This design comes from an exercise in tuning for a short achievable clock period and few clock cycles per item on the open sky130 flow, not from production work. In this exercise RTL edits were held to simulation tests only and were not proved equivalent to the original. Power is estimated from default activity; no workload was simulated.

// ansc
module ansc (
    input  wire        clk,
    input  wire        rst,           
    input  wire        cmd_valid,
    input  wire [63:0] cmd_word,
    output wire        cmd_ready,
    input  wire [11:0] reg_addr,
    output reg  [31:0] reg_rdata,
    output wire        fb_en,
    output wire        fb_we,
    output wire [15:0] fb_addr,
    output wire [7:0]  fb_wdata,
    input  wire [7:0]  fb_rdata
);
Size in the first run: roughly 5600 cells after synthesis, about 1600 flip-flops.
Settings: LEC_CHECK=0, ABC_CLOCK_PERIOD_IN_PS=2000, CAP_MARGIN=50, CORE_MARGIN=2, CORE_UTILIZATION=40, SETUP_SLACK_MARGIN=3.5, SLEW_MARGIN=70; clock period 8.0 ns.
run.sh (not shown) runs the stock make flow with config.mk's settings and CLKGATE_MAP_FILE= SYNTH_SCRIPT=/design/flow/synth_recipe.tcl, a recipe that flattens the netlist after the stock synthesis.
Testbench counts at the start, summed over its fixed seeds: cycles 44,229, cmds 4,000.
==> next run, changes <==
--- a/flow/design.v
+++ b/flow/design.v
@@ -249,16 +249,16 @@
         else if ((op4 && len_gt32) || (op6 && len_gt34))
                                                      exec_code = C_CAPACITY;
         else                                         exec_code = C_OK;
     end
     wire [3:0] ck_t1  = eac4(sum1, rotl(sum0));
     wire [7:0] ck_cmd = ck_byte(sum0, ck_t1, cmd_word[7:0]);
     wire [7:0] ck_mem = ck_byte(sum0, ck_t1, fb_rdata);
-    wire ser_we_a = op5 && z_55_32 && z_15_8 && z_7_0;       
-    wire ser_en_b = !op5 || (slot_lo && ser_fit[ws]);         
+    wire ser_we_a = op5 && z_55_32;                                   
+    wire ser_en_b = !op5 || (z_15_8 && z_7_0 && slot_lo && ser_fit[ws]);  
     assign fb_en    = acc_en | (accept && ser_en_b);
     assign fb_we    = busy ? acc_wr : ser_we_a;
     assign fb_addr  = busy ? acc_addr : w_addr;
     assign fb_wdata = busy ? wdata_q : {s_syn[ws], s_seq[ws]};
     wire        rd_cmd   = (ok_ckbuf || ok_segnew || ok_segdes) && len_nz;
     wire        acc_busy = (ok_ckbuf && len_nz) || (ok_segnew && len_ge2) || ok_segdes ||
                            ok_segser;
Wire length drops by 5.3%.
Clock-buffer cell count climbs by 5.
Utilization goes down by 0.74 points.
Global-route usage decreases by 1.4 points.
Setup slack gains 0.10 ns.
Power went down by 1.4%.
Die area rises by 0.43%.
Critical path depth is unchanged.
Combinational power barely changes.
Testbench counts after the change, summed over its fixed seeds: cycles 44,229, cmds 4,000.

* * *

== the baseline ==
ansc with an RTL version that a note above also has.
For scale: ~1600 flip-flops, ~72000 µm² of cells after synthesis.
==> flow/config.mk <==
export PLATFORM = sky130hd
export DESIGN_NAME = ansc
export DESIGN_NICKNAME = ansc
export VERILOG_FILES = /design/flow/design.v
export SDC_FILE = /design/flow/constraint.sdc
export NUM_CORES = 4
export LEC_CHECK = 0
export ABC_CLOCK_PERIOD_IN_PS = 2000
export CAP_MARGIN = 20
export CORE_MARGIN = 2
export CORE_UTILIZATION = 40
export SETUP_SLACK_MARGIN = 3.5
export SLEW_MARGIN = 20
==> flow/constraint.sdc <==
create_clock -name core_clock -period 8.0 [get_ports {clk}]
set_input_delay 1.6000 -clock core_clock [delete_from_list [all_inputs] [get_ports {clk}]]
set_output_delay 1.6000 -clock core_clock [all_outputs]
set_load 0.01 [all_outputs]
Testbench counts of the baseline, summed over its fixed seeds: cycles 44,229, cmds 4,000.
The inputs of the candidate differ from those of the baseline as listed below.
diff --git a/flow/design.v b/flow/design.v
--- a/flow/design.v
+++ b/flow/design.v
@@ -250,14 +250,14 @@
                                                      exec_code = C_CAPACITY;
         else                                         exec_code = C_OK;
     end
     wire [3:0] ck_t1  = eac4(sum1, rotl(sum0));
     wire [7:0] ck_cmd = ck_byte(sum0, ck_t1, cmd_word[7:0]);
     wire [7:0] ck_mem = ck_byte(sum0, ck_t1, fb_rdata);
-    wire ser_we_a = op5 && z_55_32;                                   
-    wire ser_en_b = !op5 || (z_15_8 && z_7_0 && slot_lo && ser_fit[ws]);  
+    wire ser_we_a = op5 && z_55_32 && z_15_8 && z_7_0;       
+    wire ser_en_b = !op5 || (slot_lo && ser_fit[ws]);         
     assign fb_en    = acc_en | (accept && ser_en_b);
     assign fb_we    = busy ? acc_wr : ser_we_a;
     assign fb_addr  = busy ? acc_addr : w_addr;
     assign fb_wdata = busy ? wdata_q : {s_syn[ws], s_seq[ws]};
     wire        rd_cmd   = (ok_ckbuf || ok_segnew || ok_segdes) && len_nz;
     wire        acc_busy = (ok_ckbuf && len_nz) || (ok_segnew && len_ge2) || ok_segdes ||
## What came out
Row overall power of the completed layout: the candidate lower / the baseline higher. The run showing the greater first-iteration DRC count is the candidate. The final reports for the candidate and the baseline show count of clock-buffer cells in the layout higher in the former. As of the candidate, maximum number of pins on one net before global-route repair had fallen by more than half compared to the baseline. Share of cells above drive strength 1 of the baseline is on par with the candidate. The clock tree skew after final layout of the candidate was superior to that of the baseline. Relative to the baseline, period utilization has gone up in the candidate.
Testbench counts of the candidate, summed over its fixed seeds: cycles 44,229, cmds 4,000.

-- afterwards: timing with drivers on the ports --
In the flow no input, the clock included, has a driving cell. The finished layouts below were timed again as built, in two steps.
Step 1 (the two cells are an assumption about what drives the block):
set clk [get_ports {clk}]
set_driving_cell -lib_cell sky130_fd_sc_hd__clkbuf_16 $clk
set_driving_cell -lib_cell sky130_fd_sc_hd__buf_2 [delete_from_list [all_inputs] $clk]
Step 2, shift: input delay + t, output delay - t, t = (earliest + latest rising clock arrival at the registers) / 2. This alone moves slack from input paths to output paths.
Slacks: no drivers / after step 1 / after step 2; pairs: no drivers / after step 1.
run | t, ns | setup WS [ns] | worst setup path after step 2
the first run of note 1 | 0.910 | 2.850 / 2.661 / 2.661 | input to output
the second run of note 1 | 0.886 | 2.955 / 2.701 / 2.638 | input to register
the baseline | 0.883 | 2.866 / 2.615 / 2.615 | input to output
the candidate | 0.889 | 2.693 / 2.317 / 2.317 | input to output
After both steps setup and hold are still met in every run listed. For the candidate, which loses most, drivers alone change the setup slack by -0.376 ns; drivers and shift together by -0.376 ns.
